This design comes from an exercise in tuning for small area, a short achievable clock period and few clock cycles per item on the open sky130 flow, not from production work. In this exercise RTL edits were held to simulation tests only and were not proved equivalent to the original. Power figures rest on the tool's default switching activity, not on a simulated workload.

Setup of old:
// l2_fwd
module l2_fwd #(
    parameter N_PORTS         = 8,
    parameter PORT_BITS       = 3,
    parameter CAM_ENTRIES     = 32,
    parameter CAM_BITS        = 5,
    parameter MAX_FRAME_BYTES = 1518,
    parameter [15:0] TPID_RESET = 16'h8200
) (
    input  wire                 clk,
    input  wire                 rst,
    input  wire                 cfg_we,
    input  wire [3:0]           cfg_addr,
    input  wire [31:0]          cfg_wdata,
    input  wire                 in_valid,
    output wire                 in_ready,
    input  wire [PORT_BITS-1:0] in_port,
    input  wire [10:0]          in_len,
    input  wire [47:0]          in_dst,    
    input  wire [47:0]          in_src,    
    input  wire [31:0]          in_hdr,    
    output reg                  out_valid,
    output reg  [2:0]           out_disp,
    output reg  [PORT_BITS-1:0] out_port,
    output reg  [N_PORTS-1:0]   out_admit,
    output reg  [N_PORTS-1:0]   out_insert,
    output reg  [N_PORTS-1:0]   out_strip,
    output reg  [15:0]          out_tci,
    output reg                  out_learn_fail
);
Size in the first run: ~8,500 cells after synthesis, roughly 2,100 flip-flops.
==> flow/config.mk <==
export PLATFORM = sky130hd
export DESIGN_NAME = l2_fwd
export DESIGN_NICKNAME = l2_fwd
export VERILOG_FILES = /design/flow/design.v
export SDC_FILE = /design/flow/constraint.sdc
export NUM_CORES = 4
export LEC_CHECK = 0
export CAP_MARGIN = 20
export CORE_MARGIN = 2
export CORE_UTILIZATION = 40
export SLEW_MARGIN = 20
==> flow/constraint.sdc <==
create_clock -name core_clock -period 12.0 [get_ports {clk}]
set_input_delay 2.4000 -clock core_clock [delete_from_list [all_inputs] [get_ports {clk}]]
set_output_delay 2.4000 -clock core_clock [all_outputs]
set_load 0.01 [all_outputs]
standard.sh (not shown) runs the stock make flow with config.mk's settings and CLKGATE_MAP_FILE= SYNTH_SCRIPT=/design/flow/synth_recipe.tcl, a recipe that flattens the netlist after the stock synthesis.
==> flow/flow/run.sh <==
#!/bin/bash
# Standard ORFS layout, with timing repair aimed well below the 12 ns clock
# (the constraints are unchanged; only how hard repair_timing works). Each
# make step keeps its own log under orfs/logs; the make output goes to
# standard_flow.log.
set -euo pipefail
export SETUP_SLACK_MARGIN=7.9
export TNS_END_PERCENT=10
export SKIP_LAST_GASP=1
bash standard.sh > standard_flow.log 2>&1
The flow did not stop early for old: all stages ran, and the layout cleared the timing, DRC and antenna checks.
Testbench counts of old, summed over its fixed seeds: cycles 12,134, frames 12,000.
For new, these inputs were changed with respect to old:
==> flow/flow/run.sh <==
#!/bin/bash
# Standard ORFS layout, with timing repair aimed well below the 12 ns clock
# (the constraints are unchanged; only how hard repair_timing works), and
# the port buffers made of plain buffers rather than delay cells. Each make
# step keeps its own log under orfs/logs; the make output goes to
# standard_flow.log.
set -euo pipefail
export SETUP_SLACK_MARGIN=8.3
export TNS_END_PERCENT=100
export SKIP_LAST_GASP=1
export BUFFER_PORTS_ARGS="-buffer_cell sky130_fd_sc_hd__buf_4"
bash standard.sh > standard_flow.log 2>&1
[summary]
new reached the final stage; the timing, DRC and antenna checks on its layout passed.
The count of buffers not belonging to the clock network in the layout in new sits 58% above the value recorded for old.
Delta (new minus old): clock network fraction of design power increased by 0.2 points relative to the old numbers; power increased by 0.58 mW relative to the old numbers; finished layout cell area increased by about 5% relative to the old numbers; proportion of cell area occupied by registers decreased by 2.0 points relative to the old numbers.

* * *

== run A ==
Another version of the RTL of l2_fwd (not shown whole).
Size in the first run: roughly 2,100 flip-flops.
export LEC_CHECK = 0
export CAP_MARGIN = 20
export CORE_MARGIN = 2
export CORE_UTILIZATION = 40
export SLEW_MARGIN = 20
create_clock -name core_clock -period 12.0 [get_ports {clk}]
==> flow/flow/run.sh <==
#!/bin/bash
# Standard ORFS layout, with timing repair aimed well below the 12 ns clock
# (the constraints are unchanged; only how hard repair_timing works), and
# the port buffers made of plain buffers rather than delay cells. Each make
# step keeps its own log under orfs/logs; the make output goes to
# standard_flow.log.
set -euo pipefail
export SETUP_SLACK_MARGIN=8.3
export TNS_END_PERCENT=100
export SKIP_LAST_GASP=1
export BUFFER_PORTS_ARGS="-buffer_cell sky130_fd_sc_hd__buf_4"
bash standard.sh > standard_flow.log 2>&1
Run A went all the way through the flow, and no timing, DRC or antenna check failed.
Testbench counts of run A, summed over its fixed seeds: cycles 12,134, frames 12,000.
The inputs of run B differ from those of run A as listed below.
# run A
export LEC_CHECK = 0
export CAP_MARGIN = 20
export CORE_MARGIN = 2
export CORE_UTILIZATION = 40
export SLEW_MARGIN = 20
create_clock -name core_clock -period 12.0 [get_ports {clk}]
# run B
export LEC_CHECK = 0
export CAP_MARGIN = 20
export CORE_MARGIN = 2
export CORE_UTILIZATION = 40
export CTS_CLUSTER_DIAMETER = 100
export CTS_CLUSTER_SIZE = 25
export SLEW_MARGIN = 20
create_clock -name core_clock -period 12.0 [get_ports {clk}]
-- flow/flow/run.sh --
<<< run A, line 7
set -euo pipefail
export SETUP_SLACK_MARGIN=8.3
export TNS_END_PERCENT=100
export SKIP_LAST_GASP=1
export BUFFER_PORTS_ARGS="-buffer_cell sky130_fd_sc_hd__buf_4"
bash standard.sh > standard_flow.log 2>&1
>>> run B, line 7
set -euo pipefail
export SETUP_SLACK_MARGIN=8.2
export TNS_END_PERCENT=100
export SKIP_LAST_GASP=1
export BUFFER_PORTS_ARGS="-buffer_cell sky130_fd_sc_hd__buf_2"
bash standard.sh > standard_flow.log 2>&1
==> run notes <==
Re power share of the combinational group: run A and run B aren't equal, and the higher value belongs to run B.
Run A -> run B: unique cell type count in the Yosys netlist delta 0, exact match
Summary of run B over run A: area growth from synthesis to layout lower, number of antenna violations at the first check in global routing lower, sequential power roughly the same.
Run A ended up with sky130_fd_sc_hd__or4_4 as its slowest stage cell on the critical path; run B ended up with sky130_fd_sc_hd__nor3_2.
After detailed routing, run A needs more wire than run B.
Run A → run B: multi-input logic area decreased 0.41%; number of violations reported at the end of detailed-routing iteration 0 increased 393; post-route total power decreased about 20%.

## separate check: timing with driven ports
No port has a modelled driver above. Below, the same layouts with a new extraction and two added sets of constraints.
Step 1 assumes that a clkbuf_16 drives the clock port and a buf_2 every other input.
Step 2, shift: input delay + t, output delay - t, t = (earliest + latest rising clock arrival at the registers) / 2. This alone moves slack from input paths to output paths.
Three values: no drivers, after step 1, after step 2; two values: the first two.
| run | shift t [ns] | setup WS [ns] | worst hold slack (ns) | worst data-port slew with drivers (ns) |
|---|---|---|---|---|
| old | 1.002 | 7.621 / 7.621 / 6.888 | 0.297 / 0.297 / 0.297 | 0.07 |
| new | 1.012 | 7.991 / 7.902 / 7.072 | 0.322 / 0.322 / 0.322 | 0.06 |
| run A | 0.978 | 8.076 / 8.076 / 7.500 | 0.328 / 0.328 / 0.328 | 0.07 |
| run B | 0.944 | 7.762 / 7.762 / 7.435 | 0.335 / 0.335 / 0.335 | 0.07 |
After both steps setup and hold are still met in every run listed. The setup slack of new, which loses most, moves by -0.089 ns with the drivers and by -0.919 ns with both steps.
